Source: an optimization exercise on an open RTL-to-GDS flow (aim: small area, a short achievable clock period and few clock cycles per item). Production flows keep margins and buffers that such runs may drop.
RTL that was checked went through simulation tests only; none was proved equivalent to the original.
No functional check of the RTL was part of run 3.
No activity file was given, so power comes from the tool's default toggle rates.

File: flow/design.v
module dtl_hdr_codec (
    input  wire         clk,
    input  wire         rst,
    input  wire         cmd_valid,
    output wire         cmd_ready,
    input  wire         cmd_op,        
    input  wire         cmd_scr_en,    
    input  wire [11:0]  b_plen,
    input  wire [11:0]  b_seq,
    input  wire [3:0]   b_mod,
    input  wire [3:0]   b_fec,
    input  wire [7:0]   b_flen,
    input  wire [7:0]   b_cwid,
    input  wire [13:0]  b_off,
    input  wire [13:0]  b_short,
    input  wire [3:0]   b_emod,
    input  wire [3:0]   b_efec,
    input  wire [767:0] hdr_in,
    output wire         res_valid,
    output wire [95:0]  hdr_out,       
    output wire         res_ok,        
    output wire [11:0]  r_plen,
    output wire [11:0]  r_seq,
    output wire [3:0]   r_mod,
    output wire [3:0]   r_fec,
    output wire [7:0]   r_flen,
    output wire [7:0]   r_cwid,
    output wire [13:0]  r_off,
    output wire [13:0]  r_short,
    output wire [3:0]   r_emod,
    output wire [3:0]   r_efec
);
    localparam HB = 96;
    localparam [95:0] SCR_SEQ = 96'h542de72b306d746440934f70;
    localparam [7:0]  SCR_CRC = 8'h85;
    reg [HB-1:0] body_bits;    
    reg [HB-1:0] sign_bits;    
    integer k;
    always @* begin
        body_bits = {HB{1'b0}};
        for (k = 0; k < 12; k = k + 1) body_bits[ 0 + k] = b_plen [11 - k];
        for (k = 0; k < 12; k = k + 1) body_bits[12 + k] = b_seq  [11 - k];
        for (k = 0; k < 4;  k = k + 1) body_bits[24 + k] = b_mod  [3 - k];
        for (k = 0; k < 4;  k = k + 1) body_bits[28 + k] = b_fec  [3 - k];
        for (k = 0; k < 8;  k = k + 1) body_bits[32 + k] = b_flen [7 - k];
        for (k = 0; k < 8;  k = k + 1) body_bits[40 + k] = b_cwid [7 - k];
        for (k = 0; k < 14; k = k + 1) body_bits[48 + k] = b_off  [13 - k];
        for (k = 0; k < 14; k = k + 1) body_bits[62 + k] = b_short[13 - k];
        for (k = 0; k < 4;  k = k + 1) body_bits[76 + k] = b_emod [3 - k];
        for (k = 0; k < 4;  k = k + 1) body_bits[80 + k] = b_efec [3 - k];
    end
    always @* begin
        for (k = 0; k < HB; k = k + 1) sign_bits[k] = hdr_in[8*k + 7];
    end
    assign cmd_ready = 1'b1;
    reg          a_v;
    reg [HB-1:0] a_y;
    wire [83:0] a_m;
    wire [HB-1:0] a_d;
    genvar gi;
    generate
        for (gi = 0; gi < 84; gi = gi + 1) begin : g_sel
            dtl_mux2 u_m (.s(cmd_op), .a(body_bits[gi]), .b(sign_bits[gi]), .y(a_m[gi]));
            if (SCR_SEQ[gi]) begin : g_scr
                dtl_xor2 u_s (.a(a_m[gi]), .b(cmd_scr_en), .y(a_d[gi]));
            end else begin : g_pass
                assign a_d[gi] = a_m[gi];
            end
        end
    endgenerate
    assign a_d[95:84] = (cmd_op ? sign_bits[95:84] : 12'h000) ^ (cmd_scr_en ? SCR_SEQ[95:84] : 12'h000);
    reg          a_bc;          
    always @(posedge clk) begin
        if (rst) a_v <= 1'b0;
        else     a_v <= cmd_valid;
        a_y  <= a_d;
        a_bc <= !cmd_op && cmd_scr_en;
    end
    wire n0;
    dtl_xor2 u_n0 (.a(a_y[24]), .b(a_y[3]), .y(n0));
    wire n1;
    dtl_xor2 u_n1 (.a(a_y[25]), .b(a_y[39]), .y(n1));
    wire n2;
    dtl_xor2 u_n2 (.a(a_y[59]), .b(a_y[75]), .y(n2));
    wire n3;
    dtl_xor2 u_n3 (.a(a_y[26]), .b(a_y[40]), .y(n3));
    wire n4;
    dtl_xor2 u_n4 (.a(a_y[22]), .b(a_y[70]), .y(n4));
    wire n5;
    dtl_xor2 u_n5 (.a(a_y[35]), .b(a_y[48]), .y(n5));
    wire n6;
    dtl_xor2 u_n6 (.a(a_y[13]), .b(a_y[27]), .y(n6));
    wire n7;
    dtl_xor2 u_n7 (.a(a_y[5]), .b(a_y[6]), .y(n7));
    wire n8;
    dtl_xor2 u_n8 (.a(a_y[43]), .b(a_y[58]), .y(n8));
    wire n9;
    dtl_xor2 u_n9 (.a(a_y[21]), .b(a_y[71]), .y(n9));
    wire n10;
    dtl_xor2 u_n10 (.a(a_y[53]), .b(a_y[74]), .y(n10));
    wire n11;
    dtl_xor2 u_n11 (.a(a_y[42]), .b(a_y[73]), .y(n11));
    wire n12;
    dtl_xor2 u_n12 (.a(a_y[36]), .b(a_y[4]), .y(n12));
    wire n13;
    dtl_xor2 u_n13 (.a(a_y[38]), .b(a_y[57]), .y(n13));
    wire n14;
    dtl_xor2 u_n14 (.a(a_y[1]), .b(a_y[37]), .y(n14));
    wire n15;
    dtl_xor2 u_n15 (.a(a_y[41]), .b(a_y[72]), .y(n15));
    wire n16;
    dtl_xor2 u_n16 (.a(a_y[0]), .b(a_y[2]), .y(n16));
    wire n17;
    dtl_xor2 u_n17 (.a(a_y[44]), .b(a_y[7]), .y(n17));
    wire n18;
    dtl_xor2 u_n18 (.a(a_y[23]), .b(a_y[83]), .y(n18));
    wire n19;
    dtl_xor2 u_n19 (.a(a_y[34]), .b(a_y[69]), .y(n19));
    wire n20;
    dtl_xor2 u_n20 (.a(a_y[20]), .b(a_y[81]), .y(n20));
    wire n21;
    dtl_xor2 u_n21 (.a(a_bc), .b(a_y[19]), .y(n21));
    wire n22;
    dtl_xor2 u_n22 (.a(a_y[16]), .b(a_y[84]), .y(n22));
    wire n23;
    dtl_xor2 u_n23 (.a(a_y[10]), .b(a_y[30]), .y(n23));
    wire n24;
    dtl_xor2 u_n24 (.a(a_y[23]), .b(a_y[52]), .y(n24));
    wire n25;
    dtl_xor2 u_n25 (.a(a_y[55]), .b(a_y[66]), .y(n25));
    wire n26;
    dtl_xor2 u_n26 (.a(a_y[12]), .b(a_y[80]), .y(n26));
    wire n27;
    dtl_xor2 u_n27 (.a(a_y[68]), .b(a_y[79]), .y(n27));
    wire n28;
    dtl_xor2 u_n28 (.a(a_y[15]), .b(a_y[82]), .y(n28));
    wire n29;
    dtl_xor2 u_n29 (.a(a_y[62]), .b(a_y[86]), .y(n29));
    wire n30;
    dtl_xor2 u_n30 (.a(a_y[50]), .b(a_y[54]), .y(n30));
    wire n31;
    dtl_xor2 u_n31 (.a(a_y[18]), .b(a_y[85]), .y(n31));
    wire n32;
    dtl_xor2 u_n32 (.a(a_y[29]), .b(a_y[77]), .y(n32));
    wire n33;
    dtl_xor2 u_n33 (.a(a_y[14]), .b(a_y[61]), .y(n33));
    wire n34;
    dtl_xor2 u_n34 (.a(a_y[11]), .b(a_y[28]), .y(n34));
    wire n35;
    dtl_xor2 u_n35 (.a(a_y[17]), .b(a_y[69]), .y(n35));
    wire n36;
    dtl_xor2 u_n36 (.a(a_y[51]), .b(a_y[67]), .y(n36));
    wire n37;
    dtl_xor2 u_n37 (.a(a_y[46]), .b(a_y[9]), .y(n37));
    wire n38;
    dtl_xor2 u_n38 (.a(a_y[63]), .b(a_y[65]), .y(n38));
    wire n39;
    dtl_xor2 u_n39 (.a(a_y[32]), .b(a_y[78]), .y(n39));
    wire n40;
    dtl_xor2 u_n40 (.a(a_y[47]), .b(a_y[64]), .y(n40));
    wire n41;
    dtl_xor2 u_n41 (.a(a_y[33]), .b(a_y[87]), .y(n41));
    wire n42;
    dtl_xor2 u_n42 (.a(a_y[31]), .b(a_y[39]), .y(n42));
    wire n43;
    dtl_xor2 u_n43 (.a(a_y[49]), .b(a_y[8]), .y(n43));
    wire n44;
    dtl_xor2 u_n44 (.a(a_y[60]), .b(a_y[76]), .y(n44));
    wire n45;
    dtl_xor2 u_n45 (.a(a_y[67]), .b(a_y[80]), .y(n45));
    wire n46;
    dtl_xor2 u_n46 (.a(a_y[32]), .b(a_y[65]), .y(n46));
    wire n47;
    dtl_xor2 u_n47 (.a(a_y[13]), .b(a_y[82]), .y(n47));
    wire n48;
    dtl_xor2 u_n48 (.a(a_y[54]), .b(a_y[72]), .y(n48));
    wire n49;
    dtl_xor2 u_n49 (.a(a_y[45]), .b(a_y[88]), .y(n49));
    wire n50;
    dtl_xor2 u_n50 (.a(a_y[21]), .b(a_y[14]), .y(n50));
    wire n51;
    dtl_xor2 u_n51 (.a(a_y[1]), .b(a_y[40]), .y(n51));
    wire n52;
    dtl_xor2 u_n52 (.a(a_y[12]), .b(a_y[89]), .y(n52));
    wire n53;
    dtl_xor2 u_n53 (.a(a_y[68]), .b(a_y[41]), .y(n53));
    wire n54;
    dtl_xor2 u_n54 (.a(a_y[5]), .b(a_y[58]), .y(n54));
    wire n55;
    dtl_xor2 u_n55 (.a(a_y[33]), .b(a_y[73]), .y(n55));
    wire n56;
    dtl_xor2 u_n56 (.a(a_y[44]), .b(a_y[2]), .y(n56));
    wire n57;
    dtl_xor2 u_n57 (.a(a_y[49]), .b(a_y[35]), .y(n57));
    wire n58;
    dtl_xor2 u_n58 (.a(a_y[59]), .b(a_y[45]), .y(n58));
    wire n59;
    dtl_xor2 u_n59 (.a(a_y[56]), .b(a_y[47]), .y(n59));
    wire n60;
    dtl_xor2 u_n60 (.a(a_y[74]), .b(a_y[55]), .y(n60));
    wire n61;
    dtl_xor2 u_n61 (.a(a_y[37]), .b(a_y[42]), .y(n61));
    wire n62;
    dtl_xor2 u_n62 (.a(a_y[90]), .b(a_y[50]), .y(n62));
    wire n63;
    dtl_xor2 u_n63 (.a(a_y[62]), .b(a_y[78]), .y(n63));
    wire n64;
    dtl_xor2 u_n64 (.a(a_y[22]), .b(a_y[38]), .y(n64));
    wire n65;
    dtl_xor2 u_n65 (.a(a_y[51]), .b(a_y[60]), .y(n65));
    wire n66;
    dtl_xor2 u_n66 (.a(a_y[7]), .b(a_y[52]), .y(n66));
    wire n67;
    dtl_xor2 u_n67 (.a(a_y[43]), .b(a_y[27]), .y(n67));
    wire n68;
    dtl_xor2 u_n68 (.a(a_y[46]), .b(a_y[75]), .y(n68));
    wire n69;
    dtl_xor2 u_n69 (.a(a_y[4]), .b(a_y[77]), .y(n69));
    wire n70;
    dtl_xor2 u_n70 (.a(a_y[63]), .b(a_y[91]), .y(n70));
    wire n71;
    dtl_xor2 u_n71 (.a(a_y[85]), .b(a_y[56]), .y(n71));
    wire n72;
    dtl_xor2 u_n72 (.a(a_y[17]), .b(a_y[31]), .y(n72));
    wire n73;
    dtl_xor2 u_n73 (.a(a_y[28]), .b(a_y[76]), .y(n73));
    wire n74;
    dtl_xor2 u_n74 (.a(a_y[29]), .b(a_y[24]), .y(n74));
    wire n75;
    dtl_xor2 u_n75 (.a(a_y[92]), .b(a_y[84]), .y(n75));
    wire n76;
    dtl_xor2 u_n76 (.a(a_y[61]), .b(a_y[71]), .y(n76));
    wire n77;
    dtl_xor2 u_n77 (.a(a_y[9]), .b(a_y[45]), .y(n77));
    wire n78;
    dtl_xor2 u_n78 (.a(a_y[81]), .b(a_y[30]), .y(n78));
    wire n79;
    dtl_xor2 u_n79 (.a(a_y[8]), .b(a_y[16]), .y(n79));
    wire n80;
    dtl_xor2 u_n80 (.a(a_y[70]), .b(a_y[0]), .y(n80));
    wire n81;
    dtl_xor2 u_n81 (.a(a_y[93]), .b(a_y[48]), .y(n81));
    wire n82;
    dtl_xor2 u_n82 (.a(a_y[26]), .b(a_y[94]), .y(n82));
    wire n83;
    dtl_xor2 u_n83 (.a(a_y[81]), .b(a_y[6]), .y(n83));
    wire n84;
    dtl_xor2 u_n84 (.a(a_y[57]), .b(a_y[64]), .y(n84));
    wire n85;
    dtl_xor2 u_n85 (.a(a_y[36]), .b(a_y[87]), .y(n85));
    wire n86;
    dtl_xor2 u_n86 (.a(a_y[86]), .b(a_y[11]), .y(n86));
    wire n87;
    dtl_xor2 u_n87 (.a(a_y[10]), .b(a_y[66]), .y(n87));
    wire n88;
    dtl_xor2 u_n88 (.a(a_y[53]), .b(a_y[18]), .y(n88));
    wire n89;
    dtl_xor2 u_n89 (.a(a_y[56]), .b(a_y[95]), .y(n89));
    wire n90;
    dtl_xor2 u_n90 (.a(n0), .b(n6), .y(n90));
    wire n91;
    dtl_xor2 u_n91 (.a(n10), .b(n8), .y(n91));
    wire n92;
    dtl_xor2 u_n92 (.a(n15), .b(n7), .y(n92));
    wire n93;
    dtl_xor2 u_n93 (.a(n13), .b(n16), .y(n93));
    wire n94;
    dtl_xor2 u_n94 (.a(n1), .b(n14), .y(n94));
    wire n95;
    dtl_xor2 u_n95 (.a(n12), .b(n3), .y(n95));
    wire n96;
    dtl_xor2 u_n96 (.a(n2), .b(n9), .y(n96));
    wire n97;
    dtl_xor2 u_n97 (.a(n11), .b(n5), .y(n97));
    wire n98;
    dtl_xor2 u_n98 (.a(n17), .b(n24), .y(n98));
    wire n99;
    dtl_xor2 u_n99 (.a(n33), .b(n4), .y(n99));
    wire n100;
    dtl_xor2 u_n100 (.a(n1), .b(n43), .y(n100));
    wire n101;
    dtl_xor2 u_n101 (.a(n35), .b(n39), .y(n101));
    wire n102;
    dtl_xor2 u_n102 (.a(n21), .b(n41), .y(n102));
    wire n103;
    dtl_xor2 u_n103 (.a(n19), .b(n20), .y(n103));
    wire n104;
    dtl_xor2 u_n104 (.a(n23), .b(n36), .y(n104));
    wire n105;
    dtl_xor2 u_n105 (.a(n25), .b(n37), .y(n105));
    wire n106;
    dtl_xor2 u_n106 (.a(n17), .b(n38), .y(n106));
    wire n107;
    dtl_xor2 u_n107 (.a(n26), .b(n40), .y(n107));
    wire n108;
    dtl_xor2 u_n108 (.a(n18), .b(n28), .y(n108));
    wire n109;
    dtl_xor2 u_n109 (.a(n0), .b(n34), .y(n109));
    wire n110;
    dtl_xor2 u_n110 (.a(n29), .b(n31), .y(n110));
    wire n111;
    dtl_xor2 u_n111 (.a(n30), .b(n32), .y(n111));
    wire n112;
    dtl_xor2 u_n112 (.a(n12), .b(n49), .y(n112));
    wire n113;
    dtl_xor2 u_n113 (.a(n21), .b(n51), .y(n113));
    wire n114;
    dtl_xor2 u_n114 (.a(n44), .b(n4), .y(n114));
    wire n115;
    dtl_xor2 u_n115 (.a(n47), .b(n48), .y(n115));
    wire n116;
    dtl_xor2 u_n116 (.a(n46), .b(n5), .y(n116));
    wire n117;
    dtl_xor2 u_n117 (.a(n45), .b(n50), .y(n117));
    wire n118;
    dtl_xor2 u_n118 (.a(n52), .b(n55), .y(n118));
    wire n119;
    dtl_xor2 u_n119 (.a(n53), .b(n56), .y(n119));
    wire n120;
    dtl_xor2 u_n120 (.a(a_y[3]), .b(n54), .y(n120));
    wire n121;
    dtl_xor2 u_n121 (.a(n57), .b(n20), .y(n121));
    wire n122;
    dtl_xor2 u_n122 (.a(n61), .b(n59), .y(n122));
    wire n123;
    dtl_xor2 u_n123 (.a(n64), .b(n9), .y(n123));
    wire n124;
    dtl_xor2 u_n124 (.a(n44), .b(n22), .y(n124));
    wire n125;
    dtl_xor2 u_n125 (.a(n58), .b(n62), .y(n125));
    wire n126;
    dtl_xor2 u_n126 (.a(n19), .b(n16), .y(n126));
    wire n127;
    dtl_xor2 u_n127 (.a(n63), .b(n60), .y(n127));
    wire n128;
    dtl_xor2 u_n128 (.a(n18), .b(n27), .y(n128));
    wire n129;
    dtl_xor2 u_n129 (.a(n65), .b(n22), .y(n129));
    wire n130;
    dtl_xor2 u_n130 (.a(n66), .b(n72), .y(n130));
    wire n131;
    dtl_xor2 u_n131 (.a(n68), .b(n71), .y(n131));
    wire n132;
    dtl_xor2 u_n132 (.a(n13), .b(n70), .y(n132));
    wire n133;
    dtl_xor2 u_n133 (.a(n67), .b(n69), .y(n133));
    wire n134;
    dtl_xor2 u_n134 (.a(a_y[15]), .b(n76), .y(n134));
    wire n135;
    dtl_xor2 u_n135 (.a(n73), .b(n74), .y(n135));
    wire n136;
    dtl_xor2 u_n136 (.a(n75), .b(n7), .y(n136));
    wire n137;
    dtl_xor2 u_n137 (.a(n78), .b(n80), .y(n137));
    wire n138;
    dtl_xor2 u_n138 (.a(n2), .b(a_y[79]), .y(n138));
    wire n139;
    dtl_xor2 u_n139 (.a(n77), .b(n81), .y(n139));
    wire n140;
    dtl_xor2 u_n140 (.a(n79), .b(n3), .y(n140));
    wire n141;
    dtl_xor2 u_n141 (.a(n82), .b(n42), .y(n141));
    wire n142;
    dtl_xor2 u_n142 (.a(n83), .b(n86), .y(n142));
    wire n143;
    dtl_xor2 u_n143 (.a(n84), .b(n15), .y(n143));
    wire n144;
    dtl_xor2 u_n144 (.a(n85), .b(n4), .y(n144));
    wire n145;
    dtl_xor2 u_n145 (.a(n87), .b(n14), .y(n145));
    wire n146;
    dtl_xor2 u_n146 (.a(n27), .b(n42), .y(n146));
    wire n147;
    dtl_xor2 u_n147 (.a(n88), .b(n89), .y(n147));
    wire n148;
    dtl_xor2 u_n148 (.a(n100), .b(n91), .y(n148));
    wire n149;
    dtl_xor2 u_n149 (.a(n108), .b(n95), .y(n149));
    wire n150;
    dtl_xor2 u_n150 (.a(n106), .b(n91), .y(n150));
    wire n151;
    dtl_xor2 u_n151 (.a(n102), .b(n90), .y(n151));
    wire n152;
    dtl_xor2 u_n152 (.a(n92), .b(n94), .y(n152));
    wire n153;
    dtl_xor2 u_n153 (.a(n93), .b(n98), .y(n153));
    wire n154;
    dtl_xor2 u_n154 (.a(n105), .b(n96), .y(n154));
    wire n155;
    dtl_xor2 u_n155 (.a(n104), .b(n90), .y(n155));
    wire n156;
    dtl_xor2 u_n156 (.a(n113), .b(n112), .y(n156));
    wire n157;
    dtl_xor2 u_n157 (.a(n103), .b(n117), .y(n157));
    wire n158;
    dtl_xor2 u_n158 (.a(n115), .b(n109), .y(n158));
    wire n159;
    dtl_xor2 u_n159 (.a(n93), .b(n116), .y(n159));
    wire n160;
    dtl_xor2 u_n160 (.a(n99), .b(n120), .y(n160));
    wire n161;
    dtl_xor2 u_n161 (.a(n118), .b(n111), .y(n161));
    wire n162;
    dtl_xor2 u_n162 (.a(n94), .b(n121), .y(n162));
    wire n163;
    dtl_xor2 u_n163 (.a(n126), .b(n127), .y(n163));
    wire n164;
    dtl_xor2 u_n164 (.a(n125), .b(n122), .y(n164));
    wire n165;
    dtl_xor2 u_n165 (.a(n124), .b(n123), .y(n165));
    wire n166;
    dtl_xor2 u_n166 (.a(n109), .b(n132), .y(n166));
    wire n167;
    dtl_xor2 u_n167 (.a(n129), .b(n99), .y(n167));
    wire n168;
    dtl_xor2 u_n168 (.a(n131), .b(n133), .y(n168));
    wire n169;
    dtl_xor2 u_n169 (.a(n130), .b(n97), .y(n169));
    wire n170;
    dtl_xor2 u_n170 (.a(n135), .b(n134), .y(n170));
    wire n171;
    dtl_xor2 u_n171 (.a(n95), .b(n136), .y(n171));
    wire n172;
    dtl_xor2 u_n172 (.a(n110), .b(n101), .y(n172));
    wire n173;
    dtl_xor2 u_n173 (.a(n107), .b(n11), .y(n173));
    wire n174;
    dtl_xor2 u_n174 (.a(n140), .b(n139), .y(n174));
    wire n175;
    dtl_xor2 u_n175 (.a(n110), .b(n138), .y(n175));
    wire n176;
    dtl_xor2 u_n176 (.a(n137), .b(n111), .y(n176));
    wire n177;
    dtl_xor2 u_n177 (.a(n97), .b(n101), .y(n177));
    wire n178;
    dtl_xor2 u_n178 (.a(n141), .b(n144), .y(n178));
    wire n179;
    dtl_xor2 u_n179 (.a(n142), .b(n143), .y(n179));
    wire n180;
    dtl_xor2 u_n180 (.a(n107), .b(n96), .y(n180));
    wire n181;
    dtl_xor2 u_n181 (.a(n145), .b(n97), .y(n181));
    wire n182;
    dtl_xor2 u_n182 (.a(n146), .b(n147), .y(n182));
    wire n183;
    dtl_xor2 u_n183 (.a(n159), .b(n156), .y(n183));
    wire n184;
    dtl_xor2 u_n184 (.a(n158), .b(n148), .y(n184));
    wire n185;
    dtl_xor2 u_n185 (.a(n114), .b(n157), .y(n185));
    wire n186;
    dtl_xor2 u_n186 (.a(n161), .b(n154), .y(n186));
    wire n187;
    dtl_xor2 u_n187 (.a(n162), .b(n119), .y(n187));
    wire n188;
    dtl_xor2 u_n188 (.a(n160), .b(n149), .y(n188));
    wire n189;
    dtl_xor2 u_n189 (.a(n92), .b(n163), .y(n189));
    wire n190;
    dtl_xor2 u_n190 (.a(n164), .b(n155), .y(n190));
    wire n191;
    dtl_xor2 u_n191 (.a(n149), .b(n165), .y(n191));
    wire n192;
    dtl_xor2 u_n192 (.a(n166), .b(n168), .y(n192));
    wire n193;
    dtl_xor2 u_n193 (.a(n167), .b(n169), .y(n193));
    wire n194;
    dtl_xor2 u_n194 (.a(n128), .b(n152), .y(n194));
    wire n195;
    dtl_xor2 u_n195 (.a(n170), .b(n153), .y(n195));
    wire n196;
    dtl_xor2 u_n196 (.a(n148), .b(n173), .y(n196));
    wire n197;
    dtl_xor2 u_n197 (.a(n171), .b(n172), .y(n197));
    wire n198;
    dtl_xor2 u_n198 (.a(n175), .b(n151), .y(n198));
    wire n199;
    dtl_xor2 u_n199 (.a(n174), .b(n150), .y(n199));
    wire n200;
    dtl_xor2 u_n200 (.a(n152), .b(n176), .y(n200));
    wire n201;
    dtl_xor2 u_n201 (.a(n177), .b(n155), .y(n201));
    wire n202;
    dtl_xor2 u_n202 (.a(n178), .b(n150), .y(n202));
    wire n203;
    dtl_xor2 u_n203 (.a(n154), .b(n179), .y(n203));
    wire n204;
    dtl_xor2 u_n204 (.a(n151), .b(n103), .y(n204));
    wire n205;
    dtl_xor2 u_n205 (.a(n180), .b(n182), .y(n205));
    wire n206;
    dtl_xor2 u_n206 (.a(n153), .b(n181), .y(n206));
    wire n207;
    dtl_xor2 u_n207 (.a(n184), .b(n183), .y(n207));
    wire n208;
    dtl_xor2 u_n208 (.a(n187), .b(n188), .y(n208));
    wire n209;
    dtl_xor2 u_n209 (.a(n189), .b(n191), .y(n209));
    wire n210;
    dtl_xor2 u_n210 (.a(n193), .b(n192), .y(n210));
    wire n211;
    dtl_xor2 u_n211 (.a(n195), .b(n197), .y(n211));
    wire n212;
    dtl_xor2 u_n212 (.a(n200), .b(n198), .y(n212));
    wire n213;
    dtl_xor2 u_n213 (.a(n202), .b(n201), .y(n213));
    wire n214;
    dtl_xor2 u_n214 (.a(n204), .b(n206), .y(n214));
    wire n215;
    dtl_xor2 u_n215 (.a(n207), .b(n185), .y(n215));
    wire n216;
    dtl_xor2 u_n216 (.a(n186), .b(n208), .y(n216));
    wire n217;
    dtl_xor2 u_n217 (.a(n209), .b(n190), .y(n217));
    wire n218;
    dtl_xor2 u_n218 (.a(n210), .b(n194), .y(n218));
    wire n219;
    dtl_xor2 u_n219 (.a(n211), .b(n196), .y(n219));
    wire n220;
    dtl_xor2 u_n220 (.a(n212), .b(n199), .y(n220));
    wire n221;
    dtl_xor2 u_n221 (.a(n203), .b(n213), .y(n221));
    wire n222;
    dtl_xor2 u_n222 (.a(n205), .b(n214), .y(n222));
    wire [7:0] t = {n222, n221, n220, n219, n218, n217, n216, n215};
    wire [3:0] ok_a;
    wire [1:0] ok_b;
    wire       ok;
    dtl_nor2  u_ok_a0 (.a(t[0]), .b(t[1]), .y(ok_a[0]));
    dtl_nor2  u_ok_a1 (.a(t[2]), .b(t[3]), .y(ok_a[1]));
    dtl_nor2  u_ok_a2 (.a(t[4]), .b(t[5]), .y(ok_a[2]));
    dtl_nor2  u_ok_a3 (.a(t[6]), .b(t[7]), .y(ok_a[3]));
    dtl_nand2 u_ok_b0 (.a(ok_a[0]), .b(ok_a[1]), .y(ok_b[0]));
    dtl_nand2 u_ok_b1 (.a(ok_a[2]), .b(ok_a[3]), .y(ok_b[1]));
    dtl_nor2  u_ok_c  (.a(ok_b[0]), .b(ok_b[1]), .y(ok));
    reg          b_v;
    reg [83:0]   b_y;
    reg          b_r85;         
    reg [7:0]    b_t;
    reg          b_ok;
    always @(posedge clk) begin
        if (rst) b_v <= 1'b0;
        else     b_v <= a_v;
        b_y   <= a_y[83:0];
        b_r85 <= a_y[85];
        b_t   <= t;
        b_ok  <= ok;
    end
    assign res_valid = b_v;
    assign hdr_out   = {b_t, 2'b00, b_r85, 1'b0, b_y};
    assign res_ok    = b_ok;
    genvar g;
    generate
        for (g = 0; g < 12; g = g + 1) begin : g_plen
            assign r_plen[11 - g] = b_y[ 0 + g];
            assign r_seq [11 - g] = b_y[12 + g];
        end
        for (g = 0; g < 4; g = g + 1) begin : g_id
            assign r_mod [3 - g] = b_y[24 + g];
            assign r_fec [3 - g] = b_y[28 + g];
            assign r_emod[3 - g] = b_y[76 + g];
            assign r_efec[3 - g] = b_y[80 + g];
        end
        for (g = 0; g < 8; g = g + 1) begin : g_byte
            assign r_flen[7 - g] = b_y[32 + g];
            assign r_cwid[7 - g] = b_y[40 + g];
        end
        for (g = 0; g < 14; g = g + 1) begin : g_wide
            assign r_off  [13 - g] = b_y[48 + g];
            assign r_short[13 - g] = b_y[62 + g];
        end
    endgenerate
endmodule
module dtl_mux2 (input wire s, input wire a, input wire b, output wire y);
    assign y = s ? b : a;
endmodule
module dtl_nor2 (input wire a, input wire b, output wire y);
    assign y = ~(a | b);
endmodule
module dtl_nand2 (input wire a, input wire b, output wire y);
    assign y = ~(a & b);
endmodule
module dtl_xor2 (input wire a, input wire b, output wire y);
    assign y = a ^ b;
endmodule
File: flow/flow/run.sh
#!/bin/bash
# The standard layout, with two changes to how the cells are sized:
#  - the port buffers are made from the smallest buffer cell (buf_1);
#  - after floorplan, every combinational cell is set to the smallest drive
#    strength of its footprint, so that the later timing repair sizes up
#    only what the timing needs.
# Each tool's output goes to a log of its own in the work folder.
set -euo pipefail
cd "$(dirname "$0")/.."
W=$PWD
R=$W/orfs/results/${FLOW_PLATFORM:-sky130hd}/dtl_hdr_codec/base
PB="BUFFER_PORTS_ARGS=-buffer_cell sky130_fd_sc_hd__buf_1"
bash standard.sh "$PB" floorplan > flow_make_floorplan.log 2>&1
RESULTS=$R openroad -no_init -exit flow/downsize.tcl > flow_downsize.log 2>&1
bash standard.sh "$PB" finish > flow_make_finish.log 2>&1
File: flow/flow/downsize.tcl
# Set every combinational cell of 2_floorplan.odb to the smallest drive
# strength (_1) of its footprint. Registers, clock cells and tie cells stay.
set lib $::env(FLOW_HOME)/platforms/sky130hd/lib/sky130_fd_sc_hd__tt_025C_1v80.lib
read_liberty $lib
read_db $::env(RESULTS)/2_floorplan.odb
set db [ord::get_db]
set n 0
foreach inst [[ord::get_db_block] getInsts] {
  set m [[$inst getMaster] getName]
  if {![regexp {^(sky130_fd_sc_hd__[a-z0-9]+)_([0-9]+)$} $m -> base size]} { continue }
  if {$size == 1} { continue }
  if {[regexp {__(df|sdf|edf|dl|clk|conb|tap|fill|decap|diode|probe|lpflow)} $base]} { continue }
  set target ${base}_1
  set tm [$db findMaster $target]
  if {$tm == "NULL" || $tm == ""} { continue }
  puts "downsize [$inst getName] $m -> $target"
  $inst swapMaster $tm
  incr n
}
puts "downsized $n cells"
write_db $::env(RESULTS)/2_floorplan.odb
File: flow/standard.sh
#!/bin/bash
# synth_recipe.tcl (not shown) runs the flow's synth.tcl, then flattens the netlist and writes it again
# the make line also repeats each setting of config.mk as NAME=value (left out here)
make -C /OpenROAD-flow-scripts/flow DESIGN_CONFIG=/design/flow/config.mk WORK_HOME=/design/flow/orfs CLKGATE_MAP_FILE= SYNTH_SCRIPT=/design/flow/synth_recipe.tcl "${@:-finish}"
File: flow/config.mk
export PLATFORM = sky130hd
export DESIGN_NAME = dtl_hdr_codec
export DESIGN_NICKNAME = dtl_hdr_codec
export VERILOG_FILES = /design/flow/design.v
export SDC_FILE = /design/flow/constraint.sdc
export NUM_CORES = 4
export LEC_CHECK = 0
export CAP_MARGIN = 20
export CORE_AREA = 10 10 290 290
export DIE_AREA = 0 0 300 300
export SETUP_SLACK_MARGIN = 2.8
export SLEW_MARGIN = 20
export SYNTH_HIERARCHICAL = 1
export SYNTH_MINIMUM_KEEP_SIZE = 0
export TNS_END_PERCENT = 10
File: flow/constraint.sdc
create_clock -name core_clock -period 5.0 [get_ports {clk}]
set_input_delay 1.0000 -clock core_clock [delete_from_list [all_inputs] [get_ports {clk}]]
set_output_delay 1.0000 -clock core_clock [all_outputs]
set_load 0.01 [all_outputs]
==> summary.txt, run 1 <==
Die
  – Row cnt: 102
  – Y dimension of the die: 300 um
  – Starting utilization of the core area: 10.7%
  – Core outline area: 77600 sq um
  – DIE AREA: 90000 sq um
  – Number of top-level pins: 1040
  – Chip width: 300 um

Pwr
  – Power spent charging and discharging nets: 2320 uW
  – Clock power frac: 24.3%
  – Pint: 3580 uW
  – Sw frac: 39.3%
  – Combinational cell fraction of total power: 42.2%
  – Worst-case vdd ir drop: 0.378 mV
  – Power density over cell area: 517 nW/um^2
  – Static leakage: 0.00412 uW
  – Sequential cell fraction of total power: 33.5%

STA
  – Shortest clock period the worst path allows after layout: 2220 ps
  – Number of endpoints with negative hold slack in the final report: 0
  – Number of failing setup endpoints in the final timing report: 0
  – Setup repair after global routing missed its margin: yes
  – Post-Route Setup TNS: 0 ps
  – Relative slew slack: 41.3%
  – Minimum setup slack in the final design: 2780 ps
  – Pin slew with the least headroom to its limit: 880 ps
  – Fin crit share: 44.4%
  – Final setup skew: 8.36 ps
  – Pins Over Slew Limit: 0
  – Max frequency: 0.450 GHz

Drt
  – Vias after detailed routing: 5549
  – First DRT Iteration DRCs: 167
  – Wirelength per Cell: 20.7 um
  – First-pass DRT Iterations: 4
  – Via/cell ratio: 2.74
  – Residual DRC count: 0
  – ANT nets after route: 0
  – Post-detailed-routing wire length: 41900 um

Yosys
  – Proportion of synthesized flip-flops having asynchronous set or reset: 0%
  – Number of unique standard cell types used by synthesis: 14
  – Synth Flop Type: sky130_fd_sc_hd__dfxtp_1
  – Post-synthesis adder-cell area fraction: 0%
  – Share of synthesized cell area in and, or, nand and nor gates: 1.42%
  – Register bit total from synthesis: 193
  – Top post-synthesis cells by count: sky130_fd_sc_hd__xor2_1, sky130_fd_sc_hd__dfxtp_1, sky130_fd_sc_hd__buf_4, sky130_fd_sc_hd__mux2_4, sky130_fd_sc_hd__and2_1
  – Synthesized instance count: 659
  – Most common cell in the netlist: sky130_fd_sc_hd__xor2_1
  – Synth warn: 7
  – Compound-gate portion of the synthesized area: 0%
  – Area fraction of the dominant cell type after synthesis: 46.7%
  – Library cell with the largest summed area after synthesis: sky130_fd_sc_hd__dfxtp_1
  – Synth top area cells: sky130_fd_sc_hd__dfxtp_1, sky130_fd_sc_hd__xor2_1, sky130_fd_sc_hd__mux2_4
  – Mux contribution to synthesized area: 15.2%
  – Xor-xnor portion of the synthesized cell area: 28.3%
  – Count of flip-flops with a built-in enable after synthesis: 0
  – Total standard cell area after synthesis: 8280 sq um
  – Seq/Total Area, Yosys: 46.7%
  – Synthesized area per cell: 12.6 sq um
  – Combinational family with the most area after synthesis: XOR/XNOR gates

Job
  – Count of max-cap constraint violations: 0

Placed design
  – Worst slack at placement: 2240 ps
  – Global placement routability congestion: 0.834
  – Count of input and output buffers: 363
  – Placed wire-length estimate: 36100 um

Clock tree
  – Total clock sinks: 193
  – TritonCTS buffer count: 17
  – Clk latency of the worst-skew pair: 450 ps
  – Register clock-pin slew on the reported worst setup and hold paths: 80 ps
  – Number of buffers on the longest clock path: 2
  – Clock tree root driver cell: sky130_fd_sc_hd__clkbuf_16
  – CTS tree: yes
  – Number of buffers inserted by hold repair at cts: 0
  – Clock H-tree levels: 4

Critical path
  – Crit. Startpoint: a_y[43]$_DFF_P_
  – Type of destination of the critical path: flop
  – Required time of the critical path: 5340 ps
  – Critical Path Source Type: flop
  – Category of the critical setup timing path: flop to flop
  – Arrival time of data at the critical path endpoint: 2570 ps
  – Critical register-to-register path startpoint: a_y[43]$_DFF_P_
  – Critical-path maximum fanout: 3

Final layout
  – Number of inserted filler cells in the final layout: 8887
  – Proportion of layout cells with a drive suffix above 1: 16.1%
  – Layout area overhead: 37.9%
  – Total number of nets in the final design: 1831

GRT
  – Gr usage total: 9.01%
  – Initial antenna violation count: 13
  – Grt ovf: 0
  – Largest net degree at the start of global routing: 57
  – Number of global-route vias before repair: 6297
  – First-pass GRT wire length: 54000 um

Min path
  – Hold Path Origin: a_y[19]$_DFF_P_
  – Class of the most critical hold timing path: flop to flop

Run status
  – Result of the run: finished clean
-- per-stage QoR --
step / hold slack, ps / cell area [sq um] / instances / util [%] / total power (uW)
6_report: 389 / 11400 / 2028 / 14.7 / 5900
4_1_cts: 364 / 11000 / 2018 / 14.2 / 5760
3_3_place_gp: 355 / 9960 / 1974 / 12.8 / 3960
3_5_place_dp: 356 / 9960 / 1974 / 12.8 / 3950
5_1_grt: 399 / 11400 / 2027 / 14.7 / 6160
2_1_floorplan: 349 / 8290 / 661 / - / 3270
-- per-module statistics from Yosys (local to each module, per instance) --
module | flip-flops and latches | area, sq um | cells inside | times used
dtl_hdr_codec | 193 | 4690 | 305 | 1
dtl_nor2 | 0 | 3.75 | 1 | 5
dtl_nand2 | 0 | 3.75 | 1 | 2
dtl_mux2 | 0 | 15.0 | 1 | 84
dtl_xor2 | 0 | 8.76 | 1 | 263
-- routing by layer --
| metal | vias to the layer above | part of all wire, % | track usage, % |
|---|---|---|---|
| li1 | 2565 | - | - |
| met1 | 2622 | 45 | 11.2 |
| met2 | 315 | 45 | 14.7 |
| met3 | 41 | 7.5 | 3.03 |
| met4 | 6 | 1.9 | 2.36 |
| met5 | - | 0.083 | 0 |
-- path summary, 6_finish.rpt --
path                                         to  slack (ps)  depth (start not counted)
worst min register to register  b_y[19]$_DFF_P_         390                          0
worst max-delay path               b_ok$_DFF_P_        2780                         10
worst min-delay path            b_y[19]$_DFF_P_         390                          0
worst max register to register     b_ok$_DFF_P_        2780                         10
-- logic make-up (layout without fill, tap and decap cells) --
kind of cell,Yosys count,after routing
AND/OR/NAND/NOR,22,22
other,2,5
buffers and inverters,91,417
multiplexers,84,84
flip-flops,193,193
XOR/XNOR,267,267
-- worst max-delay path: stages, from the launching register on --
cell	delay, ps
sky130_fd_sc_hd__dfxtp_4	410
sky130_fd_sc_hd__xor2_4	300
sky130_fd_sc_hd__xor2_4	230
sky130_fd_sc_hd__xor2_2	140
sky130_fd_sc_hd__buf_4	160
sky130_fd_sc_hd__xor2_1	170
sky130_fd_sc_hd__xor2_1	200
sky130_fd_sc_hd__xor2_1	240
sky130_fd_sc_hd__nor2_1	120
sky130_fd_sc_hd__nand2_1	100
sky130_fd_sc_hd__nor2_1	40
-- cells in the final DEF (no fill, tap or decap), types with 2 or more instances in the layout --
master,count
sky130_fd_sc_hd__xor2_2,49
sky130_fd_sc_hd__nor2_1,5
sky130_fd_sc_hd__inv_6,3
sky130_fd_sc_hd__clkbuf_16,17
sky130_fd_sc_hd__buf_1,361
sky130_fd_sc_hd__and2_1,8
sky130_fd_sc_hd__buf_4,21
sky130_fd_sc_hd__bufinv_16,2
sky130_fd_sc_hd__dfxtp_1,151
sky130_fd_sc_hd__inv_8,4
sky130_fd_sc_hd__xor2_4,13
sky130_fd_sc_hd__clkbuf_8,2
sky130_fd_sc_hd__conb_1,4
sky130_fd_sc_hd__xnor2_1,4
sky130_fd_sc_hd__dfxtp_4,6
sky130_fd_sc_hd__mux2_1,84
sky130_fd_sc_hd__dfxtp_2,36
sky130_fd_sc_hd__clkinv_4,3
sky130_fd_sc_hd__xor2_1,201
sky130_fd_sc_hd__nor2b_1,3
sky130_fd_sc_hd__nand2_1,6
-- cell type report --
cell class	count	area [sq um]	share of cell area (%)
Timing Repair Buffer	385	1550	13.6
Tap cell	1040	1300	11.4
Clock inverter	13	165	1.45
Sequential cell	193	3930	34.4
Antenna cell	1	2.50	0.0219
Multi-Input combinational cell	377	4020	35.2
Clock buffer	19	443	3.88
-- timing repair --
action,CTS,global route
buffers inserted,12,9
gates resized for setup,55,69
pin swaps,14,30
setup endpoints to repair,35,12
-- registers in the layout (all words and copies together) (netlist names) --
| signal | cells |
|---|---|
| a_bc | 1 |
| a_v | 1 |
| a_y | 96 |
| b_ok | 1 |
| b_r85 | 1 |
| b_t | 8 |
| b_v | 1 |
| b_y | 84 |
-- power by group through the flow --
stage               logic, uW  registers [uW]  clock network (uW)
global placement         1980            1980                   0
global route             2630            2000                1530
floorplan                1320            1950                   0
finish                   2490            1980                1430
CTS                      2320            1960                1480
detailed placement       1980            1970                   0
Testbench counts, summed over its fixed seeds: cycles 976, items 960.
==> run 2: changes to the inputs <==
--- a/flow/config.mk
+++ b/flow/config.mk
@@ -12,4 +12,4 @@
 export SLEW_MARGIN = 20
 export SYNTH_HIERARCHICAL = 1
 export SYNTH_MINIMUM_KEEP_SIZE = 0
-export TNS_END_PERCENT = 10
+export TNS_END_PERCENT = 100
==> run 2 against run 1 <==
Net effect: wire length barely moved; final area rose by 0.40%; first-iteration DRC count fell by 3.0%.
==> summary.txt, run 2 <==
STA
  – Shortest clock period the worst path allows after layout: 2230 ps (+4.05 ps)
  – Fin crit share: 44.5% (+0.081 points)
  – Number of failing setup endpoints in the final timing report: 0 (unchanged)
  – Number of endpoints with negative hold slack in the final report: 0 (unchanged)
  – Post-Route Setup TNS: 0 ps (unchanged)
  – Pins Over Slew Limit: 0 (unchanged)
  – Relative slew slack: 41.9% (+0.59 points)
  – Pin slew with the least headroom to its limit: 871 ps (-8.91 ps)
  – Minimum setup slack in the final design: 2770 ps (-4.05 ps)
  – Final setup skew: 11.1 ps (+2.73 ps)
  – Setup repair after global routing missed its margin: yes
  – Final worst hold slack: 386 ps (-2.97 ps)
  – Max frequency: 0.449 GHz (-0.18%)

Die
  – Row cnt: 102 (unchanged)
  – Number of top-level pins: 1040 (unchanged)
  – Starting utilization of the core area: 10.7% (unchanged)
  – Y dimension of the die: 300 um (unchanged)
  – DIE AREA: 90000 sq um (unchanged)
  – Chip width: 300 um (unchanged)
  – Core outline area: 77600 sq um (unchanged)

Critical path
  – Critical path's slowest cell: sky130_fd_sc_hd__dfxtp_4
  – Arrival time of data at the critical path endpoint: 2570 ps (about the same)
  – WP buf/inv: 1 (unchanged)
  – Category of the critical setup timing path: flop to flop
  – Type of destination of the critical path: flop
  – Largest delay share family, worst path: XOR/XNOR gates
  – Critical Path Source Type: flop
  – Required time of the critical path: 5350 ps (about the same)
  – Cell repeated most along the worst path: sky130_fd_sc_hd__xor2_1
  – Delay of the slowest critical-path stage: 420 ps (about the same)
  – Cells along the critical path: xor2_4, xor2_2, xor2_2, buf_4, xor2_1, xor2_1, xor2_1, nor2_1, nand2_1, nor2_1
  – Critical-path maximum fanout: 3 (unchanged)

Drt
  – First DRT Iteration DRCs: 162 (-3.0%)
  – ANT nets after route: 0 (unchanged)
  – Vias after detailed routing: 5505 (-0.79%)
  – Post-detailed-routing wire length: 41900 um (about the same)
  – Residual DRC count: 0 (unchanged)
  – Wirelength per Cell: 20.7 um (about the same)
  – First-pass DRT Iterations: 4 (unchanged)
  – Via/cell ratio: 2.71 (-0.84%)

Yosys
  – Synth warn: 7 (unchanged)
  – Synth top area cells: sky130_fd_sc_hd__dfxtp_1, sky130_fd_sc_hd__xor2_1, sky130_fd_sc_hd__mux2_4
  – Most common cell in the netlist: sky130_fd_sc_hd__xor2_1
  – Number of unique standard cell types used by synthesis: 14 (unchanged)
  – Count of flip-flops with a built-in enable after synthesis: 0 (unchanged)
  – Synthesized instance count: 659 (unchanged)
  – Synth Flop Type: sky130_fd_sc_hd__dfxtp_1
  – Mux contribution to synthesized area: 15.2% (unchanged)
  – Total standard cell area after synthesis: 8280 sq um (unchanged)
  – Seq/Total Area, Yosys: 46.7% (unchanged)
  – Post-synthesis adder-cell area fraction: 0% (unchanged)
  – Proportion of synthesized flip-flops having asynchronous set or reset: 0% (unchanged)
  – Library cell with the largest summed area after synthesis: sky130_fd_sc_hd__dfxtp_1
  – Synthesized area per cell: 12.6 sq um (unchanged)
  – Area fraction of the dominant cell type after synthesis: 46.7% (unchanged)
  – Register bit total from synthesis: 193 (unchanged)
  – Top post-synthesis cells by count: sky130_fd_sc_hd__xor2_1, sky130_fd_sc_hd__dfxtp_1, sky130_fd_sc_hd__buf_4, sky130_fd_sc_hd__mux2_4, sky130_fd_sc_hd__and2_1
  – Compound-gate portion of the synthesized area: 0% (unchanged)
  – Combinational family with the most area after synthesis: XOR/XNOR gates
  – Share of synthesized cell area in and, or, nand and nor gates: 1.42% (unchanged)
  – Xor-xnor portion of the synthesized cell area: 28.3% (unchanged)

GRT
  – Number of global-route vias before repair: 6298 (+0.016%)
  – Grt ovf: 0 (unchanged)
  – Largest net degree at the start of global routing: 57 (unchanged)
  – Initial antenna violation count: 13 (unchanged)
  – Gr usage total: 9.01% (about the same)
  – First-pass GRT wire length: 54100 um (about the same)

Pwr
  – Worst-case vdd ir drop: 0.375 mV (-0.82%)
  – Power, Total: 5980 uW (+1.4%)
  – Power spent charging and discharging nets: 2350 uW (+1.2%)
  – Pint: 3640 uW (+1.6%)
  – Clock power frac: 24.0% (-0.3 points)
  – Sw frac: 39.2% (-0.087 points)
  – Power density over cell area: 522 nW/um^2 (+1.0%)
  – Sequential cell fraction of total power: 33.0% (-0.5 points)
  – Combinational cell fraction of total power: 43.0% (+0.8 points)
  – Static leakage: 0.00416 uW (+0.83%)

Clock tree
  – Clock H-tree levels: 4 (unchanged)
  – Clk latency of the worst-skew pair: 450 ps (about the same)
  – TritonCTS buffer count: 17 (unchanged)
  – Number of buffers on the longest clock path: 2 (unchanged)
  – CTS tree: yes
  – Register clock-pin slew on the reported worst setup and hold paths: 80 ps (about the same)
  – Number of buffers inserted by hold repair at cts: 0 (unchanged)
  – Total clock sinks: 193 (unchanged)
  – Clock tree root driver cell: sky130_fd_sc_hd__clkbuf_16

Final layout
  – Number of inserted filler cells in the final layout: 8883 (-0.045%)
  – Largest register FFs: 96 (unchanged)
  – Most frequent cells in the layout: sky130_fd_sc_hd__buf_1, sky130_fd_sc_hd__xor2_1, sky130_fd_sc_hd__dfxtp_1
  – Layout area overhead: 38.5%
  – Number of cells in the finished layout apart from fillers: 2029 (+0.049%)
  – Proportion of layout cells with a drive suffix above 1: 17.4% (+1.3 points)
  – Most common cell after layout, fill and taps aside: sky130_fd_sc_hd__buf_1
  – Biggest register: a_y
  – Registers with the highest flip-flop counts: a_y (96), b_y (84), b_t (8)
  – Total number of nets in the final design: 1832 (+0.055%)

Placed design
  – Count of input and output buffers: 363 (unchanged)
  – Worst slack at placement: 2240 ps (unchanged)
  – Global placement routability congestion: 0.834 (unchanged)
  – Placed wire-length estimate: 36100 um (unchanged)
  – Count of placed standard cells including taps: 1974 (unchanged)

Min path
  – Class of the most critical hold timing path: flop to flop

Run status
  – Result of the run: finished clean

Job
  – Count of max-cap constraint violations: 0 (unchanged)
==> run 2: changes by cell type in the layout (fill, tap and decap cells not counted) <==
cell / change
sky130_fd_sc_hd__xor2_2: +1
sky130_fd_sc_hd__clkbuf_2: +1
sky130_fd_sc_hd__dfxtp_2: +1
sky130_fd_sc_hd__buf_2: +8
sky130_fd_sc_hd__buf_1: -9
sky130_fd_sc_hd__xor2_1: -2
sky130_fd_sc_hd__buf_4: +1
sky130_fd_sc_hd__xor2_4: +1
sky130_fd_sc_hd__dfxtp_1: -1
==> run 2: power by group through the flow <==
stage / clock network [uW] / logic, uW / registers, uW
6_report: 1440 / 2570 / 1970
5_1_grt: 1530 / 2710 / 2000
4_1_cts: 1480 / 2320 / 1960
3_5_place_dp: 0 / 1980 / 1970
3_3_place_gp: 0 / 1980 / 1980
2_1_floorplan: 0 / 1320 / 1950
==> run 2: path summary, 6_finish.rpt <==
path	start	end	slack (ps)	cells after the start
max	a_y[39]$_DFF_P_	b_ok$_DFF_P_	2770	10
min	a_y[19]$_DFF_P_	b_y[19]$_DFF_P_	390	0
min reg2reg	a_y[19]$_DFF_P_	b_y[19]$_DFF_P_	390	0
max reg2reg	a_y[39]$_DFF_P_	b_ok$_DFF_P_	2770	10
==> run 2: stage by stage <==
stage          instance area (sq um)  util, %
2_1_floorplan                   8290        -
3_3_place_gp                    9960     12.8
3_5_place_dp                    9960     12.8
4_1_cts                        11000     14.2
5_1_grt                        11500     14.8
6_report                       11500     14.8
==> run 2: final cells by class <==
type	count	area, sq um	area share (%)
antenna	1	2.50	0.0218
clock buffer	19	443	3.86
clock inverter	13	165	1.44
multi-input combinational	377	4050	35.3
sequential	193	3930	34.3
tap	1040	1300	11.4
timing repair buffer	386	1570	13.7
==> run 2: repair_timing <==
item / CTS / global route
setup endpoints to repair: 35 / 6
pin swaps: 15 / 30
setup buffers: 12 / 10
gates resized for setup: 64 / 73
==> run 2: worst register-to-register path: stages, from the launching register on <==
cell                      delay, ps
sky130_fd_sc_hd__dfxtp_4        420
sky130_fd_sc_hd__xor2_4         300
sky130_fd_sc_hd__xor2_2         220
sky130_fd_sc_hd__xor2_2         140
sky130_fd_sc_hd__buf_4          150
sky130_fd_sc_hd__xor2_1         180
sky130_fd_sc_hd__xor2_1         190
sky130_fd_sc_hd__xor2_1         240
sky130_fd_sc_hd__nor2_1         120
sky130_fd_sc_hd__nand2_1        100
sky130_fd_sc_hd__nor2_1          40
==> run 2: per-layer routing <==
| metal | track usage (%) | routed length [um] | vias to the layer above |
|---|---|---|---|
| li1 | - | - | 2569 |
| met1 | 11.2 | 18900 | 2572 |
| met2 | 14.7 | 19000 | 314 |
| met3 | 3.03 | 3120 | 44 |
| met4 | 2.36 | 810 | 6 |
| met5 | 0 | 35 | - |
==> run 2: cells by family after synthesis <==
group,Yosys count
XOR/XNOR,267
multiplexers,84
AND/OR/NAND/NOR,22
buffers and inverters,91
flip-flops,193
other,2
==> run 2: Yosys stat by module, one instance, submodules excluded <==
module         cells  copies in the design  flops+latches  cell area [sq um]
dtl_hdr_codec    305                     1            193               4690
dtl_xor2           1                   263              0               8.76
dtl_mux2           1                    84              0               15.0
dtl_nand2          1                     2              0               3.75
dtl_nor2           1                     5              0               3.75
==> run 3: changes to the inputs <==
--- a/flow/design.v
+++ b/flow/design.v
@@ -55,25 +55,11 @@
     assign cmd_ready = 1'b1;
     reg          a_v;
     reg [HB-1:0] a_y;
-    wire [83:0] a_m;
-    wire [HB-1:0] a_d;
-    genvar gi;
-    generate
-        for (gi = 0; gi < 84; gi = gi + 1) begin : g_sel
-            dtl_mux2 u_m (.s(cmd_op), .a(body_bits[gi]), .b(sign_bits[gi]), .y(a_m[gi]));
-            if (SCR_SEQ[gi]) begin : g_scr
-                dtl_xor2 u_s (.a(a_m[gi]), .b(cmd_scr_en), .y(a_d[gi]));
-            end else begin : g_pass
-                assign a_d[gi] = a_m[gi];
-            end
-        end
-    endgenerate
-    assign a_d[95:84] = (cmd_op ? sign_bits[95:84] : 12'h000) ^ (cmd_scr_en ? SCR_SEQ[95:84] : 12'h000);
     reg          a_bc;          
     always @(posedge clk) begin
         if (rst) a_v <= 1'b0;
         else     a_v <= cmd_valid;
-        a_y  <= a_d;
+        a_y  <= (cmd_op ? sign_bits : body_bits) ^ (cmd_scr_en ? SCR_SEQ : {HB{1'b0}});
         a_bc <= !cmd_op && cmd_scr_en;
     end
     wire n0;
@@ -523,16 +509,6 @@
     wire n222;
     dtl_xor2 u_n222 (.a(n205), .b(n214), .y(n222));
     wire [7:0] t = {n222, n221, n220, n219, n218, n217, n216, n215};
-    wire [3:0] ok_a;
-    wire [1:0] ok_b;
-    wire       ok;
-    dtl_nor2  u_ok_a0 (.a(t[0]), .b(t[1]), .y(ok_a[0]));
-    dtl_nor2  u_ok_a1 (.a(t[2]), .b(t[3]), .y(ok_a[1]));
-    dtl_nor2  u_ok_a2 (.a(t[4]), .b(t[5]), .y(ok_a[2]));
-    dtl_nor2  u_ok_a3 (.a(t[6]), .b(t[7]), .y(ok_a[3]));
-    dtl_nand2 u_ok_b0 (.a(ok_a[0]), .b(ok_a[1]), .y(ok_b[0]));
-    dtl_nand2 u_ok_b1 (.a(ok_a[2]), .b(ok_a[3]), .y(ok_b[1]));
-    dtl_nor2  u_ok_c  (.a(ok_b[0]), .b(ok_b[1]), .y(ok));
     reg          b_v;
     reg [83:0]   b_y;
     reg          b_r85;         
@@ -544,7 +520,7 @@
         b_y   <= a_y[83:0];
         b_r85 <= a_y[85];
         b_t   <= t;
-        b_ok  <= ok;
+        b_ok  <= (t == 8'h00);
     end
     assign res_valid = b_v;
     assign hdr_out   = {b_t, 2'b00, b_r85, 1'b0, b_y};
@@ -571,15 +547,6 @@
         end
     endgenerate
 endmodule
-module dtl_mux2 (input wire s, input wire a, input wire b, output wire y);
-    assign y = s ? b : a;
-endmodule
-module dtl_nor2 (input wire a, input wire b, output wire y);
-    assign y = ~(a | b);
-endmodule
-module dtl_nand2 (input wire a, input wire b, output wire y);
-    assign y = ~(a & b);
-endmodule
 module dtl_xor2 (input wire a, input wire b, output wire y);
     assign y = a ^ b;
 endmodule
==> flow/flow/run.sh (replaced) <==
#!/bin/bash
set -euo pipefail
cd "$(dirname "$0")/.."
bash standard.sh BUFFER_PORTS_ARGS="-buffer_cell sky130_fd_sc_hd__buf_1" finish > flow_make.log 2>&1
--- a/flow/config.mk
+++ b/flow/config.mk
@@ -5,11 +5,12 @@
 export SDC_FILE = /design/flow/constraint.sdc
 export NUM_CORES = 4
 export LEC_CHECK = 0
+export ABC_CLOCK_PERIOD_IN_PS = 2000
 export CAP_MARGIN = 20
 export CORE_AREA = 10 10 290 290
 export DIE_AREA = 0 0 300 300
-export SETUP_SLACK_MARGIN = 2.8
+export SETUP_SLACK_MARGIN = 2.9
 export SLEW_MARGIN = 20
 export SYNTH_HIERARCHICAL = 1
 export SYNTH_MINIMUM_KEEP_SIZE = 0
-export TNS_END_PERCENT = 100
+export TNS_END_PERCENT = 10
removed: flow/flow/downsize.tcl
==> run 3 against run 2 <==
Net effect: still clean on timing, DRC and antenna; synthesized cell count grew 1.5%; critical path depth shrank 2; combinational power shrank 9.3%; critical endpoint unchanged.
==> summary.txt, run 3 <==
STA
  – Setup repair after global routing missed its margin: yes
  – Fin crit share: 49.5% (+5.0 points)
  – Final worst hold slack: 363 ps (-22.6 ps)
  – Final setup skew: 18.1 ps (+7.05 ps)
  – Pin slew with the least headroom to its limit: 714 ps (-158 ps)
  – Number of failing setup endpoints in the final timing report: 0 (unchanged)
  – Post-Route Setup TNS: 0 ps (unchanged)
  – Relative slew slack: 52.4% (+11 points)
  – Shortest clock period the worst path allows after layout: 2480 ps (+251 ps)
  – Minimum setup slack in the final design: 2520 ps (-251 ps)
  – Number of endpoints with negative hold slack in the final report: 0 (unchanged)
  – Pins Over Slew Limit: 0 (unchanged)
  – Max frequency: 0.404 GHz (-10%)

Die
  – Row cnt: 102 (unchanged)
  – Starting utilization of the core area: 10.4% (-0.29 points)
  – Y dimension of the die: 300 um (unchanged)
  – Core outline area: 77600 sq um (unchanged)
  – DIE AREA: 90000 sq um (unchanged)
  – Chip width: 300 um (unchanged)
  – Number of top-level pins: 1040 (unchanged)

GRT
  – Gr usage total: 9.50% (+0.50 points)
  – Initial antenna violation count: 24 (+11)
  – Number of global-route vias before repair: 6341 (+0.68%)
  – First-pass GRT wire length: 56300 um (+4.1%)
  – Grt ovf: 0 (unchanged)
  – Largest net degree at the start of global routing: 39 (-32%)

Clock tree
  – Number of buffers on the longest clock path: 2 (unchanged)
  – Total clock sinks: 193 (unchanged)
  – Number of buffers inserted by hold repair at cts: 0 (unchanged)
  – Register clock-pin slew on the reported worst setup and hold paths: 90 ps (about the same)
  – Clk latency of the worst-skew pair: 470 ps (+20 ps)
  – Clock tree root driver cell: sky130_fd_sc_hd__clkbuf_16
  – Clock H-tree levels: 4 (unchanged)
  – CTS tree: yes
  – TritonCTS buffer count: 17 (unchanged)

Final layout
  – Finished Cell Area: 11600 sq um (+1.2%)
  – Most common cell after layout, fill and taps aside: sky130_fd_sc_hd__buf_1
  – Final core utilization: 15.0% (+0.18 points)
  – FF/Latch Area: 4000 sq um (+1.6%)
  – Largest register FFs: 96 (unchanged)
  – Area of the multi-input gates: 4100 sq um (+1.3%)
  – Most frequent cells in the layout: sky130_fd_sc_hd__buf_1, sky130_fd_sc_hd__xor2_1, sky130_fd_sc_hd__dfxtp_1
  – Total number of nets in the final design: 1832 (unchanged)
  – Proportion of layout cells with a drive suffix above 1: 24.5% (+7.1 points)
  – Registers with the highest flip-flop counts: a_y (96), b_y (84), b_t (8)
  – Layout area overhead: 44.1%
  – Number of inserted filler cells in the final layout: 8859 (-0.27%)
  – Biggest register: a_y

Critical path
  – Largest delay share family, worst path: XOR/XNOR gates
  – Critical path destination: b_ok$_DFF_P_
  – Crit. Startpoint: a_y[70]$_DFF_P_
  – Arrival time of data at the critical path endpoint: 2890 ps (+320 ps)
  – Type of destination of the critical path: flop
  – Cell repeated most along the worst path: sky130_fd_sc_hd__xor2_1
  – Critical register-to-register path startpoint: a_y[70]$_DFF_P_
  – Worst-case reg-to-reg path depth: 8 (-2)
  – Critical-path maximum fanout: 3 (unchanged)
  – Slack of the worst reg-to-reg path: 2520 ps (-250 ps)
  – Number of logic stages on the critical path including buffering: 8 (-2)
  – Required time of the critical path: 5410 ps (+60 ps)
  – Reg-to-reg endpoint: b_ok$_DFF_P_
  – Critical path's slowest cell: sky130_fd_sc_hd__dfxtp_2
  – Critical Path Source Type: flop
  – Delay of the slowest critical-path stage: 460 ps (+40 ps)
  – WP buf/inv: 0 (-1)
  – Category of the critical setup timing path: flop to flop
  – Cells along the critical path: xor2_4, xor2_1, xor2_2, xor2_1, xor2_1, xor2_1, or4_4, nor2_2

Yosys
  – Xor-xnor portion of the synthesized cell area: 29.0% (+0.70 points)
  – Top post-synthesis cells by count: sky130_fd_sc_hd__xor2_1, sky130_fd_sc_hd__dfxtp_1, sky130_fd_sc_hd__buf_4, sky130_fd_sc_hd__xnor2_1, sky130_fd_sc_hd__mux2i_1
  – Number of unique standard cell types used by synthesis: 15 (+1)
  – Mux contribution to synthesized area: 11.9% (-3.3 points)
  – Compound-gate portion of the synthesized area: 0% (unchanged)
  – Area fraction of the dominant cell type after synthesis: 48.0% (+1.3 points)
  – Share of synthesized cell area in and, or, nand and nor gates: 1.27% (-0.15 points)
  – Register bit total from synthesis: 193 (unchanged)
  – Proportion of synthesized flip-flops having asynchronous set or reset: 0% (unchanged)
  – Synth Flop Type: sky130_fd_sc_hd__dfxtp_1
  – Synth warn: 7 (unchanged)
  – Count of flip-flops with a built-in enable after synthesis: 0 (unchanged)
  – Library cell with the largest summed area after synthesis: sky130_fd_sc_hd__dfxtp_1
  – Post-synthesis adder-cell area fraction: 0% (unchanged)
  – Synthesized instance count: 669 (+1.5%)
  – Seq/Total Area, Yosys: 48.0% (+1.3 points)
  – Most common cell in the netlist: sky130_fd_sc_hd__xor2_1
  – Combinational family with the most area after synthesis: XOR/XNOR gates
  – Synth top area cells: sky130_fd_sc_hd__dfxtp_1, sky130_fd_sc_hd__xor2_1, sky130_fd_sc_hd__buf_4
  – Total standard cell area after synthesis: 8060 sq um (-2.7%)
  – Synthesized area per cell: 12.0 sq um (-4.2%)

Drt
  – First DRT Iteration DRCs: 211 (+30%)
  – Post-detailed-routing wire length: 43600 um (+4.1%)
  – Wirelength per Cell: 21.5 um (+3.9%)
  – First-pass DRT Iterations: 4 (unchanged)
  – Via/cell ratio: 2.74 (+0.93%)
  – Residual DRC count: 0 (unchanged)
  – ANT nets after route: 0 (unchanged)
  – Vias after detailed routing: 5567 (+1.1%)

Placed design
  – Worst slack at placement: 2220 ps (-20.1 ps)
  – Placed wire-length estimate: 37600 um (+4.1%)
  – Total cell area at the placement stage: 10100 sq um (+1.5%)
  – Count of input and output buffers: 363 (unchanged)
  – Global placement routability congestion: 0.820 (-1.6%)

Pwr
  – Worst-case vdd ir drop: 0.256 mV (-32%)
  – Static leakage: 0.00423 uW (+1.7%)
  – Power density over cell area: 498 nW/um^2 (-4.6%)

Run status
  – Result of the run: finished clean

Job
  – Count of max-cap constraint violations: 0 (unchanged)

Min path
  – Class of the most critical hold timing path: flop to flop
-- run 3: changes by cell type in the layout (fill, tap and decap cells not counted), sizes merged --
cell,previous run,this run
mux2,84,44
mux2i,0,40
xnor2,4,44
xor2,263,223
diode,1,6
nor2,5,1
clkbuf,22,24
nand2,6,4
or4,0,2
bufinv,2,1
clkinvlp,1,2
inv,7,8
-- run 3: cells by family (layout without fill, tap and decap cells) --
family | count (synthesis) | count (layout)
xor+xnor | 267 | 267
buf+inv | 105 | 421
flops | 193 | 193
other cells | 2 | 10
mux | 84 | 84
simple gates | 18 | 18
-- run 3: how the worst min path moves through the flow --
stage | startpoint | to | cells past startpoint
2_1_floorplan | a_y[20]$_DFF_P_ | b_y[20]$_DFF_P_ | 0
3_3_place_gp | a_y[34]$_DFF_P_ | b_y[34]$_DFF_P_ | 0
3_5_place_dp | a_y[34]$_DFF_P_ | b_y[34]$_DFF_P_ | 0
4_1_cts | a_y[34]$_DFF_P_ | b_y[34]$_DFF_P_ | 0
5_1_grt | a_y[34]$_DFF_P_ | b_y[34]$_DFF_P_ | 0
6_report | a_y[34]$_DFF_P_ | b_y[34]$_DFF_P_ | 0
-- run 3: metal layers --
metal / wire length, um / GRT usage (%) / up-vias
met5: 27 / 0 / -
met3: 3150 / 3.36 / 54
met4: 1170 / 3.41 / 4
met1: 19400 / 11.7 / 2575
met2: 19900 / 15.2 / 362
li1: - / - / 2572
-- run 3: timing repair --
action,CTS,global route
setup buffers,19,3
endpoints found under the setup margin,70,73
gates resized for setup,123,26
pin swaps,40,20
-- run 3: metrics by stage --
stage          total power (uW)  std cells
6_report                   5780       2033
2_1_floorplan              3220        671
5_1_grt                    6030       2029
3_3_place_gp               3940       1974
3_5_place_dp               3930       1974
4_1_cts                    5790       2024
-- run 3: modules after synthesis, one instance, submodules excluded --
module / times used / area, sq um / cells / flops+latches
dtl_hdr_codec: 1 / 6100 / 446 / 193
dtl_xor2: 223 / 8.76 / 1 / 0
-- run 3: cell type report --
cell class | count | area share [%]
multi-input combinational | 373 | 35.3
clock buffer | 17 | 3.66
antenna | 6 | 0.129
tap | 1040 | 11.2
clock inverter | 14 | 1.41
sequential | 193 | 34.4
timing repair buffer | 390 | 13.8
-- run 3: power breakdown --
group          internal [uW]  leakage, uW  switching, uW
clock network            714     0.000283            730
registers               1770      0.00164            243
logic                    941      0.00231           1390

==> static timing again, ports no longer ideal <==
Ports are ideal in the flow. The routed layouts listed here were re-timed in OpenROAD.
Step 1 (the two cells are an assumption about what drives the block):
set clk [get_ports {clk}]
set_driving_cell -lib_cell sky130_fd_sc_hd__clkbuf_16 $clk
set_driving_cell -lib_cell sky130_fd_sc_hd__buf_2 [delete_from_list [all_inputs] $clk]
Step 2 moves the port delays by t, midway between the first and last clock arrival at a register: inputs arrive t later, outputs are due t later. That takes back most of the time a late clock gives input paths.
Slacks: no drivers / after step 1 / after step 2; pairs: no drivers / after step 1.
run | t (ns) | setup WS [ns] | hold WS [ns] | worst setup path after step 2 | clock arrival spread, ns
run 1 | 0.500 | 2.778 / 2.744 / 2.465 | 0.389 / 0.389 / 0.389 | input to register | 0.009 / 0.009
run 2 | 0.504 | 2.774 / 2.774 / 2.459 | 0.386 / 0.386 / 0.386 | input to register | 0.011 / 0.011
run 3 | 0.522 | 2.524 / 2.524 / 2.392 | 0.363 / 0.363 / 0.363 | input to register | 0.018 / 0.019
After both steps setup and hold are still met in every run listed. For run 2, which loses most, drivers alone change the setup slack by 0.000 ns; drivers and shift together by -0.315 ns.
